From an optimization exercise on the open Yosys and OpenROAD flow, aimed at small area, a short achievable clock period and few clock cycles; shortcuts taken in it are not production practice.
Function was checked by simulation only, so behaviour that the tests miss may differ from the original.

$ cat flow/design.v
module sloth_modmul #(
    parameter W = 128
) (
    input  wire         clk,
    input  wire         rst,
    input  wire         start,
    input  wire [W-1:0] a,
    input  wire [W-1:0] b,
    input  wire [W-1:0] p,
    output reg          done,
    output wire [W-1:0] r
);
    localparam CW = $clog2(W + 1);
    reg  [W-1:0]  acc;
    reg  [W-1:0]  a_sh;
    reg  [CW-1:0] cnt;
    reg           busy;
    wire [W:0] dbl     = {acc, 1'b0};
    wire [W:0] dbl_sub = dbl - {1'b0, p};
    wire [W:0] dbl_red = (dbl >= {1'b0, p}) ? dbl_sub : dbl;
    wire [W:0] add     = dbl_red + (a_sh[W-1] ? {1'b0, b} : {(W+1){1'b0}});
    wire [W:0] add_sub = add - {1'b0, p};
    wire [W:0] add_red = (add >= {1'b0, p}) ? add_sub : add;
    assign r = acc;
    always @(posedge clk) begin
        if (rst) begin
            busy <= 1'b0;
            done <= 1'b0;
            cnt  <= {CW{1'b0}};
        end else begin
            done <= 1'b0;
            if (start) begin
                busy <= 1'b1;
                acc  <= {W{1'b0}};
                a_sh <= a;
                cnt  <= W[CW-1:0];
            end else if (busy) begin
                acc  <= add_red[W-1:0];
                a_sh <= {a_sh[W-2:0], 1'b0};
                cnt  <= cnt - 1'b1;
                if (cnt == 1) begin
                    busy <= 1'b0;
                    done <= 1'b1;
                end
            end
        end
    end
endmodule
module sloth_round_engine #(
    parameter W = 128
) (
    input  wire         clk,
    input  wire         rst,
    input  wire         start,
    input  wire         mode,
    input  wire [31:0]  rounds,
    input  wire [W-1:0] p,
    input  wire [W-1:0] x,
    output wire         ready,
    output reg          done,
    output wire [W-1:0] y,
    output reg          xr
);
    localparam CW = $clog2(W + 1);
    localparam S_IDLE    = 4'd0;
    localparam S_ROUND   = 4'd1;   
    localparam S_E_RED   = 4'd2;   
    localparam S_E_BIT   = 4'd3;   
    localparam S_E_SQR   = 4'd4;   
    localparam S_E_MUL   = 4'd5;   
    localparam S_D_RED   = 4'd6;   
    localparam S_D_SQR   = 4'd7;   
    localparam S_D_MSK   = 4'd8;   
    localparam S_NEXT    = 4'd9;   
    localparam S_FINISH  = 4'd10;
    reg [3:0]    state;
    reg          mode_r;
    reg [W-1:0]  p_r;
    reg [W-1:0]  m_r;
    reg [W-1:0]  e_r;       
    reg [W-1:0]  acc;       
    reg [W-1:0]  base;      
    reg [W-1:0]  res;       
    reg [31:0]   rc;        
    reg [CW-1:0] bit_i;     
    reg          mm_start;
    reg [W-1:0]  mm_a;
    reg [W-1:0]  mm_b;
    wire         mm_done;
    wire [W-1:0] mm_r;
    sloth_modmul #(.W(W)) u_mm (
        .clk   (clk),
        .rst   (rst),
        .start (mm_start),
        .a     (mm_a),
        .b     (mm_b),
        .p     (p_r),
        .done  (mm_done),
        .r     (mm_r)
    );
    function [W-1:0] mask_of;
        input [W-1:0] v;
        integer k;
        reg [CW-1:0] bl;
        begin
            bl = {CW{1'b0}};
            for (k = 0; k < W; k = k + 1)
                if (v[k]) bl = k + 1;
            mask_of = {W{1'b0}};
            for (k = 0; k < W; k = k + 1)
                if (k < (bl >> 1)) mask_of[k] = 1'b1;
        end
    endfunction
    wire [W:0] p_plus1 = {1'b0, p} + 1'b1;
    assign ready = (state == S_IDLE);
    assign y     = acc;
    always @(posedge clk) begin
        if (rst) begin
            state    <= S_IDLE;
            done     <= 1'b0;
            mm_start <= 1'b0;
        end else begin
            done     <= 1'b0;
            mm_start <= 1'b0;
            case (state)
            S_IDLE: begin
                if (start) begin
                    mode_r <= mode;
                    p_r    <= p;
                    m_r    <= mask_of(p);
                    e_r    <= p_plus1[W:2];
                    acc    <= x;
                    rc     <= rounds;
                    xr     <= (x >= p);
                    state  <= (rounds == 32'd0) ? S_FINISH : S_ROUND;
                end
            end
            S_ROUND: begin
                mm_start <= 1'b1;
                mm_b     <= {{(W-1){1'b0}}, 1'b1};
                if (mode_r == 1'b0) begin
                    mm_a  <= acc ^ m_r;
                    state <= S_E_RED;
                end else begin
                    mm_a  <= acc;
                    state <= S_D_RED;
                end
            end
            S_E_RED: begin
                if (mm_done) begin
                    base  <= mm_r;
                    res   <= {{(W-1){1'b0}}, 1'b1};
                    bit_i <= W[CW-1:0];
                    state <= S_E_BIT;
                end
            end
            S_E_BIT: begin
                if (bit_i == 0) begin
                    acc   <= res;
                    state <= S_NEXT;
                end else begin
                    bit_i    <= bit_i - 1'b1;
                    mm_start <= 1'b1;
                    mm_a     <= res;
                    mm_b     <= res;
                    state    <= S_E_SQR;
                end
            end
            S_E_SQR: begin
                if (mm_done) begin
                    res <= mm_r;
                    if (e_r[bit_i]) begin
                        mm_start <= 1'b1;
                        mm_a     <= mm_r;
                        mm_b     <= base;
                        state    <= S_E_MUL;
                    end else begin
                        state <= S_E_BIT;
                    end
                end
            end
            S_E_MUL: begin
                if (mm_done) begin
                    res   <= mm_r;
                    state <= S_E_BIT;
                end
            end
            S_D_RED: begin
                if (mm_done) begin
                    mm_start <= 1'b1;
                    mm_a     <= acc;
                    mm_b     <= mm_r;
                    state    <= S_D_SQR;
                end
            end
            S_D_SQR: begin
                if (mm_done) begin
                    mm_start <= 1'b1;
                    mm_a     <= mm_r ^ m_r;
                    mm_b     <= {{(W-1){1'b0}}, 1'b1};
                    state    <= S_D_MSK;
                end
            end
            S_D_MSK: begin
                if (mm_done) begin
                    acc   <= mm_r;
                    state <= S_NEXT;
                end
            end
            S_NEXT: begin
                rc    <= rc - 1'b1;
                state <= (rc == 32'd1) ? S_FINISH : S_ROUND;
            end
            S_FINISH: begin
                done  <= 1'b1;
                state <= S_IDLE;
            end
            default: state <= S_IDLE;
            endcase
        end
    end
endmodule
$ cat flow/constraint.sdc
create_clock -name core_clock -period 14.0 [get_ports {clk}]
set_input_delay 2.8000 -clock core_clock [delete_from_list [all_inputs] [get_ports {clk}]]
set_output_delay 2.8000 -clock core_clock [all_outputs]
set_load 0.01 [all_outputs]
$ cat flow/config.mk
export PLATFORM = sky130hd
export DESIGN_NAME = sloth_round_engine
export DESIGN_NICKNAME = sloth_round_engine
export VERILOG_FILES = /design/flow/design.v
export SDC_FILE = /design/flow/constraint.sdc
export NUM_CORES = 4
export LEC_CHECK = 0
export CAP_MARGIN = 20
export CORE_MARGIN = 2
export CORE_UTILIZATION = 40
export SLEW_MARGIN = 20
$ cat flow/run.sh
#!/bin/bash
# synth_recipe.tcl (not shown) runs the flow's synth.tcl, then flattens the netlist and writes it again
# the make line also repeats each setting of config.mk as NAME=value (left out here)
make -C /OpenROAD-flow-scripts/flow DESIGN_CONFIG=/design/flow/config.mk WORK_HOME=/design/flow/orfs CLKGATE_MAP_FILE= SYNTH_SCRIPT=/design/flow/synth_recipe.tcl finish
==> impl_metrics.csv <==
group,metric,value,unit
sta,finalSetupViolCount,0,
setup_path,end_kind,"flop",
clocking,postCtsSetupBuffers,0,
finish,area.sequential,0.0391,mm^2
routing,detail_route.wl_per_cell,31.1,um
setup_path,crit_path_max_incr_delay,0.68,ns
finish,fillers,20389,
global_routing,grtUsageMet1,0.459,
clocking,cts_resized,0,
setup_path,startpoint_type,"flop",
global_routing,grt.total_usage,0.333,
setup_path,cp.arrival,13.97,ns
logic_synthesis,synth_most_common_cell,"edfxtp_1",
setup_path,required,14.58,ns
finish,stdcell_count,12292,
finish,syn_to_final_growth,16.6,%
logic_synthesis,synth_top_area_frac,0.443,
routing,vias,76230,
sta,rsz0062_at_grt,"no",
finish,multi_input_area,0.0455,mm^2
clocking,cts-root-buf,"clkbuf_16",
logic_synthesis,synthDistinctLibCells,93,
placed_design,port_buffers,422,
clocking,tritoncts,"built",
finish,nets,10117,
logic_synthesis,yosys.area.top_type,"edfxtp_1",
routing,ant_nets,0,
placed_design,dpl.cell_count,12003,
sta,setup_tns,0,ns
logic_synthesis,yosysWarningCount,2,
global_routing,grt_pass1_vias,72470,
global_routing,gr-usage-met2,0.510,
placed_design,hpwlAfterDp,287,mm
setup_path,cpMaxStageDelayCell,"or4_1",
floorplan,initial_utilization,0.403,
clocking,cts_inserted_buffers,153,
placed_design,gp_congestion,1.01,
setup_path,crit_fanout,33,
clocking,clk-insertion-delay-late,0.86,ns
logic_synthesis,netlist_area,0.0876,mm^2
finish,utilization,0.470,
clocking,htreeDepth,4,
finish,drive_above_1_share,0.0883,
routing,dr.pass1.iters,10,
global_routing,grtUsageMet3,0.0632,
floorplan,dieArea,0.223,mm^2
logic_synthesis,yosysSeqAreaShare,0.446,
setup_path,cp_top_family,"simple AND/OR/NAND/NOR gates",
flow_run,cap_viol_max_count,0,
setup_path,criticalPathCategory,"flop to flop",
routing,vias_per_cell,6.20,
sta,fmax,0.0746,GHz
logic_synthesis,synthTopCellsByCount,"1292 x edfxtp_1, 762 x nand2_1, 667 x a21oi_1",
global_routing,grt_max_degree,157,
floorplan,fp.coreArea,0.217,mm^2
floorplan,dieWidth,472,um
clocking,cts_buffer_depth,3,
sta,period_needed,13.40,ns
logic_synthesis,synthTopCellsByArea,"edfxtp_1 44%, ha_1 7.4%, xnor2_1 5.9%",
clocking,clock_sinks,1308,
hold_path,hold_path.class,"flop to flop",
global_routing,grt_overflow,0,
sta,relSlewSlack,0.150,
global_routing,antenna_found_initial,29,
logic_synthesis,ys_ff_latch,1308,
setup_path,cp.buffers_inverters,9,
setup_path,cpMostUsedCell,"buf_4",
sta,hold_viol_final,0,
clocking,path_clk_slew,0.07,ns
logic_synthesis,syn_inst,8765,
sta,tightestPinTransition,1.28,ns
logic_synthesis,syn_avg_cell_area,10.0,um^2
routing,wl,382,mm
logic_synthesis,synth-edff-count,1292,
global_routing,grt-busiest-layer,"met2",
sta,post-route-period-util,0.957,
logic_synthesis,synth_ff_type,"edfxtp_1",
floorplan,die_h,472,um
floorplan,rows,171,
logic_synthesis,async_flop_share,0,
sta,finalMaxSlewViolations,0,
sta,worst_clock_skew,0.0363,ns
outcome,status,"timing/DRC/antenna clean",
floorplan,ios,423,
global_routing,grt_pass1_wl,538,mm
routing,drt_iter0_drc,9642,
clocking,cts_hold_buf,0,
routing,drc_errors,0,
## worst min-delay path, stage by stage (launching register included)
cell     delay (ns)
dfxtp_1        0.33
nand2_1        0.06
a21oi_1        0.06
## flip-flops by register name (all words and copies together) (netlist names), 32 cells and up
| name | cells |
|---|---|
| u_mm.a_sh | 128 |
| res | 128 |
| base | 128 |
| mm_a | 128 |
| m_r | 100 |
| p_r | 127 |
| e_r | 127 |
| mm_b | 128 |
| acc | 128 |
| rc | 32 |
| u_mm.acc | 128 |
## placed cells by master (no fill, tap or decap), types with 66 or more instances in the layout
cell,instances
xnor2_1,587
ha_1,517
a21o_1,232
nor4_1,71
buf_4,349
inv_1,413
o21bai_1,103
a221oi_1,107
edfxtp_1,1292
nor3_1,111
nor2_1,591
nand2b_1,68
nand2_1,762
xor2_1,173
o21ai_0,605
a21oi_1,665
nor2b_1,66
a211oi_1,82
a221o_1,191
nand3_1,158
nand4_1,175
mux2i_1,123
clkbuf_16,153
and2_1,385
clkdlybuf4s50_1,422
mux2_2,130
## routing by layer
metal  wire length [um]  vias up  share of wire
li1                   -    33768              -
met1             161000    37708           0.42
met2             167000     4077           0.44
met3              34700      657          0.091
met4              18700       20          0.049
met5                139        -        0.00036
## cells by family after synthesis
logic type                 share of synthesized area
and+or+nand+nor                                0.144
AOI/OAI and AO/OA                              0.183
muxes                                         0.0380
adders and majority gates                     0.0745
other                                      0.0000428
buffers and inverters                         0.0379
DFF                                            0.446
xor gates and xnor gates                      0.0762
## through the flow
stage               instance area (um^2)  worst slack [ns]  hold slack [ns]
global route                      102000           0.00541            0.503
detailed placement                 97000             0.155            0.479
global placement                   97000             0.257            0.473
CTS                               102000             0.144            0.489
finish                            102000             0.604            0.491
floorplan                          87800             0.559            0.453
## path summary, 6_finish.rpt
check | startpoint | end | slack, ns | cells after the start
worst min-delay path | u_mm.cnt[2] | u_mm.cnt[2] | 0.49 | 2
worst min register to register | u_mm.cnt[2] | u_mm.cnt[2] | 0.49 | 2
worst max register to register | u_mm.acc[65] | u_mm.acc[107] | 0.60 | 47
worst max-delay path | u_mm.acc[65] | u_mm.acc[107] | 0.60 | 47
## cell type report
cell class              instances  area share
inverters                     417      0.0154
multi-input cells            6633       0.446
flip-flops and latches       1308       0.383
diodes                         12    0.000294
repair buffers                792      0.0710
clock buffers                 180      0.0385
well taps                    2854      0.0349
clock inverters                96      0.0115
Testbench counts, summed over its fixed seeds: cycles 572,922.

port drivers added, routing unchanged:
The results above use ideal ports. As a check the final layout listed here was re-extracted and re-timed, cells and wires unchanged. Step 1 (the two cells are an assumption about what drives the block):
set clk [get_ports {clk}]
set_driving_cell -lib_cell sky130_fd_sc_hd__clkbuf_16 $clk
set_driving_cell -lib_cell sky130_fd_sc_hd__buf_2 [delete_from_list [all_inputs] $clk]
Step 2 moves the port delays by t, midway between the first and last clock arrival at a register: inputs arrive t later, outputs are due t later. That takes back most of the time a late clock gives input paths. Slacks: ideal / step 1 / step 2; pairs: ideal / step 1.
t (ns): 0.946
setup slack, ns: 0.604 / 0.604 / 0.604
worst setup path after step 2: register to register
clock arrival spread, ns: 0.036 / 0.037
worst slew at a driven data input, ns: 0.16
After both steps this run still meets setup and hold. For this run, drivers alone change the setup slack by 0.000 ns; drivers and shift together by 0.000 ns.
